This design comes from an exercise in tuning for small area, a short achievable clock period and few clock cycles on the open sky130 flow, not from production work.
Function was checked by simulation only, so behaviour that the tests miss may differ from the original.
Power and IR drop assume default switching activity.

### design/flow/design.v
module vm_core (
    input  wire         clk,
    input  wire         rst,
    input  wire [159:0] image,
    output reg  [1:0]   run_state,
    output reg  [1:0]   fault_kind,
    output reg  [15:0]  fault_addr,
    output reg  [7:0]   fault_opcode,
    output reg  [2:0]   fault_op,
    output wire [15:0]  ip,
    output wire [15:0]  r1,
    output wire [15:0]  r2,
    output wire [159:0] mem
);
    localparam [1:0] S_RUNNING   = 2'd0;
    localparam [1:0] S_HALTED    = 2'd1;
    localparam [1:0] S_EXHAUSTED = 2'd2;
    localparam [1:0] S_FAULTED   = 2'd3;
    localparam [1:0] K_NONE    = 2'd0;
    localparam [1:0] K_ILLEGAL = 2'd1;
    localparam [1:0] K_OOB     = 2'd2;
    localparam [2:0] OP_NONE    = 3'd0;
    localparam [2:0] OP_FETCH   = 3'd1;
    localparam [2:0] OP_OPERAND = 3'd2;
    localparam [2:0] OP_READ16  = 3'd3;
    localparam [2:0] OP_WRITE16 = 3'd4;
    localparam [2:0] OP_JUMP    = 3'd5;
    localparam [7:0] OPC_LOAD  = 8'h01;
    localparam [7:0] OPC_STORE = 8'h02;
    localparam [7:0] OPC_ADD   = 8'h03;
    localparam [7:0] OPC_SUB   = 8'h04;
    localparam [7:0] OPC_JMP   = 8'h05;
    localparam [7:0] OPC_JE    = 8'h06;
    localparam [7:0] OPC_ADDI  = 8'h07;
    localparam [7:0] OPC_HALT  = 8'hFF;
    reg [159:0] m;       
    reg [15:0]  x0;      
    reg [15:0]  x1;      
    reg [15:0]  x2;      
    assign ip  = x0;
    assign r1  = x1;
    assign r2  = x2;
    assign mem = m;
    wire [4:0] p = x0[4:0];              
    wire [159:0] sh0 = m >> {p, 3'b000};
    wire [159:0] sh1 = m >> {p + 5'd1, 3'b000};
    wire [159:0] sh2 = m >> {p + 5'd2, 3'b000};
    wire [159:0] sh3 = m >> {p + 5'd3, 3'b000};
    wire [7:0]   opc = sh0[7:0];
    wire [7:0]   b1  = sh1[7:0];
    wire [7:0]   b2  = sh2[7:0];
    wire [7:0]   b3  = sh3[7:0];
    wire ip_neg     = x0[15];
    wire ip_past    = !x0[15] && (x0 >= 16'd20);
    reg       legal;
    reg [2:0] len;
    reg       uses_b1_reg;
    reg       uses_b2_reg;
    always @* begin
        legal       = 1'b1;
        len         = 3'd1;
        uses_b1_reg = 1'b0;
        uses_b2_reg = 1'b0;
        case (opc)
            OPC_LOAD:  begin len = 3'd3; uses_b1_reg = 1'b1; end
            OPC_STORE: begin len = 3'd3; uses_b1_reg = 1'b1; end
            OPC_ADD:   begin len = 3'd3; uses_b1_reg = 1'b1; uses_b2_reg = 1'b1; end
            OPC_SUB:   begin len = 3'd3; uses_b1_reg = 1'b1; uses_b2_reg = 1'b1; end
            OPC_JMP:   len = 3'd2;
            OPC_JE:    len = 3'd2;
            OPC_ADDI:  begin len = 3'd4; uses_b1_reg = 1'b1; end
            default:   legal = 1'b0;
        endcase
    end
    wire [5:0] last_addr   = {1'b0, p} + {3'b000, len} - 6'd1;
    wire       operand_oob = last_addr > 6'd19;
    wire bad_reg = (uses_b1_reg && b1 > 8'd2) || (uses_b2_reg && b2 > 8'd2);
    reg [15:0] src_a;    
    reg [15:0] src_b;    
    always @* begin
        case (b1[1:0])
            2'd0:    src_a = x0;
            2'd1:    src_a = x1;
            default: src_a = x2;
        endcase
        case (b2[1:0])
            2'd0:    src_b = x0;
            2'd1:    src_b = x1;
            default: src_b = x2;
        endcase
    end
    wire [159:0] ld_sh   = m >> {b2[4:0], 3'b000};
    wire [15:0]  ld_word = ld_sh[15:0];
    wire [15:0] imm = {b3, b2};
    reg [1:0]  n_state;
    reg [1:0]  n_kind;
    reg [15:0] n_faddr;
    reg [7:0]  n_fopc;
    reg [2:0]  n_fop;
    reg        reg_we;        
    reg [1:0]  reg_wsel;
    reg [15:0] reg_wval;
    reg        jump;          
    reg [15:0] jump_tgt;
    reg        mem_we;        
    always @* begin
        n_state  = run_state;
        n_kind   = fault_kind;
        n_faddr  = fault_addr;
        n_fopc   = fault_opcode;
        n_fop    = fault_op;
        reg_we   = 1'b0;
        reg_wsel = 2'd0;
        reg_wval = 16'd0;
        jump     = 1'b0;
        jump_tgt = 16'd0;
        mem_we   = 1'b0;
        if (run_state == S_RUNNING) begin
            if (ip_past) begin
                n_state = S_EXHAUSTED;
            end else if (ip_neg) begin
                n_state = S_FAULTED;
                n_kind  = K_OOB;
                n_faddr = x0;
                n_fopc  = 8'h00;
                n_fop   = OP_FETCH;
            end else if (opc == OPC_HALT) begin
                n_state = S_HALTED;
            end else if (!legal) begin
                n_state = S_FAULTED;
                n_kind  = K_ILLEGAL;
                n_faddr = x0;
                n_fopc  = opc;
                n_fop   = OP_NONE;
            end else if (operand_oob) begin
                n_state = S_FAULTED;
                n_kind  = K_OOB;
                n_faddr = 16'd20;
                n_fopc  = opc;
                n_fop   = OP_OPERAND;
            end else if (bad_reg) begin
                n_state = S_FAULTED;
                n_kind  = K_ILLEGAL;
                n_faddr = x0;
                n_fopc  = opc;
                n_fop   = OP_NONE;
            end else begin
                case (opc)
                    OPC_LOAD: begin
                        if (b2 > 8'd18) begin
                            n_state = S_FAULTED;
                            n_kind  = K_OOB;
                            n_faddr = {8'h00, b2};
                            n_fopc  = opc;
                            n_fop   = OP_READ16;
                        end else begin
                            reg_we   = 1'b1;
                            reg_wsel = b1[1:0];
                            reg_wval = ld_word;
                        end
                    end
                    OPC_STORE: begin
                        if (b2 > 8'd18) begin
                            n_state = S_FAULTED;
                            n_kind  = K_OOB;
                            n_faddr = {8'h00, b2};
                            n_fopc  = opc;
                            n_fop   = OP_WRITE16;
                        end else begin
                            mem_we = 1'b1;
                        end
                    end
                    OPC_ADD: begin
                        reg_we   = 1'b1;
                        reg_wsel = 2'd1;
                        reg_wval = src_a + src_b;
                    end
                    OPC_SUB: begin
                        reg_we   = 1'b1;
                        reg_wsel = 2'd1;
                        reg_wval = src_a - src_b;
                    end
                    OPC_JMP, OPC_JE: begin
                        if (opc == OPC_JMP || x1 == x2) begin
                            if (b1 > 8'd19) begin
                                n_state = S_FAULTED;
                                n_kind  = K_OOB;
                                n_faddr = {8'h00, b1};
                                n_fopc  = opc;
                                n_fop   = OP_JUMP;
                            end else begin
                                jump     = 1'b1;
                                jump_tgt = {8'h00, b1};
                            end
                        end
                    end
                    OPC_ADDI: begin
                        reg_we   = 1'b1;
                        reg_wsel = b1[1:0];
                        reg_wval = src_a + imm;
                    end
                    default: ;
                endcase
            end
        end
    end
    wire commit = (run_state == S_RUNNING) && (n_state == S_RUNNING);
    wire [15:0] ip_eff  = (reg_we && reg_wsel == 2'd0) ? reg_wval : x0;
    wire [15:0] ip_next = jump ? jump_tgt : ip_eff + {13'd0, len};
    integer i;
    always @(posedge clk) begin
        if (rst) begin
            m            <= image;
            x0           <= 16'd0;
            x1           <= 16'd0;
            x2           <= 16'd0;
            run_state    <= S_RUNNING;
            fault_kind   <= K_NONE;
            fault_addr   <= 16'd0;
            fault_opcode <= 8'h00;
            fault_op     <= OP_NONE;
        end else begin
            run_state    <= n_state;
            fault_kind   <= n_kind;
            fault_addr   <= n_faddr;
            fault_opcode <= n_fopc;
            fault_op     <= n_fop;
            if (commit) begin
                x0 <= ip_next;
                if (reg_we && reg_wsel == 2'd1) x1 <= reg_wval;
                if (reg_we && reg_wsel == 2'd2) x2 <= reg_wval;
                if (mem_we) begin
                    for (i = 0; i < 20; i = i + 1) begin
                        if ({24'd0, b2} == i)     m[8*i +: 8] <= src_a[7:0];
                        if ({24'd0, b2} + 1 == i) m[8*i +: 8] <= src_a[15:8];
                    end
                end
            end
        end
    end
endmodule
### design/flow/run.sh
#!/bin/bash
# synth_recipe.tcl (not shown) runs the flow's synth.tcl, then flattens the netlist and writes it again
# the make line also repeats each setting of config.mk as NAME=value (left out here)
make -C /OpenROAD-flow-scripts/flow DESIGN_CONFIG=/design/flow/config.mk WORK_HOME=/design/flow/orfs CLKGATE_MAP_FILE= SYNTH_SCRIPT=/design/flow/synth_recipe.tcl finish
### design/flow/config.mk
export PLATFORM = sky130hd
export DESIGN_NAME = vm_core
export DESIGN_NICKNAME = vm_core
export VERILOG_FILES = /design/flow/design.v
export SDC_FILE = /design/flow/constraint.sdc
export NUM_CORES = 4
export LEC_CHECK = 0
export CAP_MARGIN = 20
export CORE_MARGIN = 2
export CORE_UTILIZATION = 30
export SLEW_MARGIN = 20
### design/flow/constraint.sdc
create_clock -name core_clock -period 10.0 [get_ports {clk}]
set_input_delay 2.0000 -clock core_clock [delete_from_list [all_inputs] [get_ports {clk}]]
set_output_delay 2.0000 -clock core_clock [all_outputs]
set_load 0.01 [all_outputs]
==> impl_metrics.ini <==
[power_and_ir_drop]
p_leak_nw = 11.1
vdd_drop_max_mv = 0.0916
power_density_mw_per_mm2 = 111

[route]
routed_via_density = 6.35
drt_pass1_iterations = 6
drc = 0
ant_nets = 0
dr_total_vias = 25800
wire_per_inst_um = 32.2
drt_wl_total_um = 131000
drtIter0Drc = 3896

[floorplanning]
die_h_um = 285
die_width_um = 285
coreArea_sq_mm = 0.0777
design.portCount = 401
die_area_sq_mm = 0.0810
floorplan.initialDensity_pct = 30.4
rows = 102

[sta]
finalHoldViolations = 0
finalSetupViolations = 0
post-route-min-period_ps = 9200
finalCritPeriodShare_pct = 92.0
timing.fmax_ghz = 0.109
timing.setup.tns_ps = 0
maxSlewViolCount = 0
worst-slew-pin-transition_ps = 1150
rsz0062_at_grt = false
max_slew_margin_pct = 23.0
finClkSkew_ps = 68.5

[cts]
cts_tree = yes
ctsRootBufferMaster = clkbuf_16
cts_buffers = 27
ctsHoldBuffers = 0
clkSlewWorstSetupHoldPaths_ps = 100
htree_levels = 1
clockBufferDepth = 3
clock_sinks = 239
clk_latency_ps = 620

[yosys]
synth_area_sq_mm = 0.0236
yosysWarnings = 1
avgSynthCellArea_sq_um = 8.77
synthCells = 2693
yosysUniqueCellTypes = 101
synth-edff-count = 160
synth_top_area_share_pct = 20.3
synth_flop_cell = edfxtp_1
ys_ff_latch = 239
synth_nets = 2889
ys_top_cells_by_area = edfxtp_1, mux2i_1, mux4_2
synth_area_leader_cell = edfxtp_1
yosysSeqAreaShare_pct = 27.0
async_reset_ff_share_pct = 0
synthTopCellsByCount = nand2_1, mux2i_1, o21ai_0
synthMostInstantiatedCell = nand2_1

[setup_path]
reg2reg_from = x0[1]
start_kind = flip-flop
worst_r2r_endpoint = x0[15]
cp-startpoint = x0[1]
r2r_setup_slack_ps = 800
slowest_delay_ps = 700
cp_max_fo = 40
reg2reg_depth = 33
critical_path_class = reg -> reg
crit_top_cell = inv_1
worst_ep_arrival_time_ps = 9620
required_ps = 10420
cp-endpoint = x0[15]
slowest_stage = dfxtp_4
critPathCaptureType = flip-flop

[final_layout]
nNetsFinal = 3188
n_fill_cell = 7898
fin_util_pct = 38.2
drive_gt1_share_pct = 13.5
regArea_sq_mm = 0.00639
stdcell_count = 4053
areaGrowthSynthToFinish_pct = 25.7
multi_input_area_sq_mm = 0.0161

[grt]
grt_max_degree = 222
overflow = 0
grt_pass1_vias = 24200
grt.total_usage_pct = 30.8
grt_first_pass_wirelength_um = 182000
antenna_found_initial = 11

[placement]
dp_cells = 4001
hpwl_um = 97000
port_buffers = 400
gp_congestion = 1.05

[run]
drv_cap = 0

[status]
status = no timing/DRC/antenna violations

[min_path]
min_path_type = reg -> reg
## cell families (layout without fill, tap and decap cells)
group           after synthesis  after routing  synth area share (%)
simple gates                957            957                  18.5
mux                         479            479                  27.3
flops                       239            239                  27.0
buf+inv                     288            604                  5.53
fa+ha+maj                    34             34                  1.90
other cells                   0              4                     0
xor+xnor                     65             65                  2.47
compound gates              631            631                  17.3
## worst min-delay path by stage
stage                     from              end  depth (start not counted)
6_report       fault_opcode[0]  fault_opcode[0]                          2
5_1_grt        fault_opcode[4]  fault_opcode[4]                          2
4_1_cts        fault_opcode[0]  fault_opcode[0]                          2
3_5_place_dp   fault_opcode[0]  fault_opcode[0]                          2
3_3_place_gp   fault_opcode[0]  fault_opcode[0]                          2
2_1_floorplan    fault_kind[0]    fault_kind[0]                          2
## metrics by stage
stage	area [sq um]	total power [mW]	worst slack, ps	hold slack [ps]
floorplan	23600	1.79	2240	473
global placement	28900	2.29	864	440
detailed placement	28900	2.29	761	451
CTS	29600	3.24	704	457
global route	29700	3.37	188	479
finish	29700	3.29	798	453
## worst max-delay path, delay by kind of cell (launching register included)
family          cells  cell delay [ps]
fa+ha+maj           4              860
flops               1              700
xor+xnor            2              270
buf+inv             7             1110
mux                 1              390
simple gates        8             2800
compound gates     11             2830
## per-layer routing
metal  up-vias  share of wire, %  GRT usage (%)
met5         -              0.12              0
met4        10               5.6           15.2
met3       411                14           10.3
met2      2117                42           45.4
met1     12500                38           40.2
li1      10700                 -              -
## sequential cells by signal, indices dropped and copies added, names as in the netlist
signal and count:
m 160, fault_addr 16, x0 16, x1 16
x2 16, fault_opcode 8, fault_op 3, fault_kind 2
run_state 2
## where the power goes
part | internal (mW) | switching (mW)
clock network | 0.522 | 0.445
registers | 1.11 | 0.148
logic | 0.443 | 0.620
total | 2.08 | 1.21
## cell usage in the layout, fill, tap and decap left out, types with 76 or more instances in the layout
cell type / count
mux2i_1: 306
clkdlybuf4s50_1: 399
nand3_1: 76
edfxtp_1: 160
dfxtp_1: 77
mux4_2: 127
o21ai_0: 218
buf_4: 113
nor2_1: 146
a21oi_1: 77
nand2_1: 495
## layout make-up
cell class,instances,area share [%]
multi-input cells,2166,54.3
repair buffers,517,16.6
diodes,4,0.0337
flip-flops and latches,239,21.5
clock inverters,11,0.287
inverters,41,0.518
well taps,1040,4.38
clock buffers,35,2.39
## what timing repair did
item / 4_1_cts / 5_1_grt
setup buffers: 0 / 1
resized for setup: 0 / 1
setup endpoints to repair: 0 / 6
Testbench counts, summed over its fixed seeds: cycles 106,892.

static timing again, ports no longer ideal:
The results above use ideal ports. As a check the final layout listed here was re-extracted and re-timed, cells and wires unchanged.
Step 1 sets driving cells, clkbuf_16 on the clock port and buf_2 on the other inputs (assumed; they add their load-dependent delay and slew).
Step 2 also shifts input and output timing later by t, the mid clock arrival at the registers, as if the neighbouring blocks saw the same clock.
Slacks: no drivers / after step 1 / after step 2; pairs: no drivers / after step 1.
shift t [ns]: 0.662
slack for setup (ns): 0.798 / 0.798 / 0.798
worst register clock-pin slew, ns: 0.10 / 0.10
worst data-port slew with drivers (ns): 0.07
pins driven straight from the clock port: 1
After both steps setup and hold are still met in this run. The setup slack of this run moves by 0.000 ns with the drivers and by 0.000 ns with both steps.
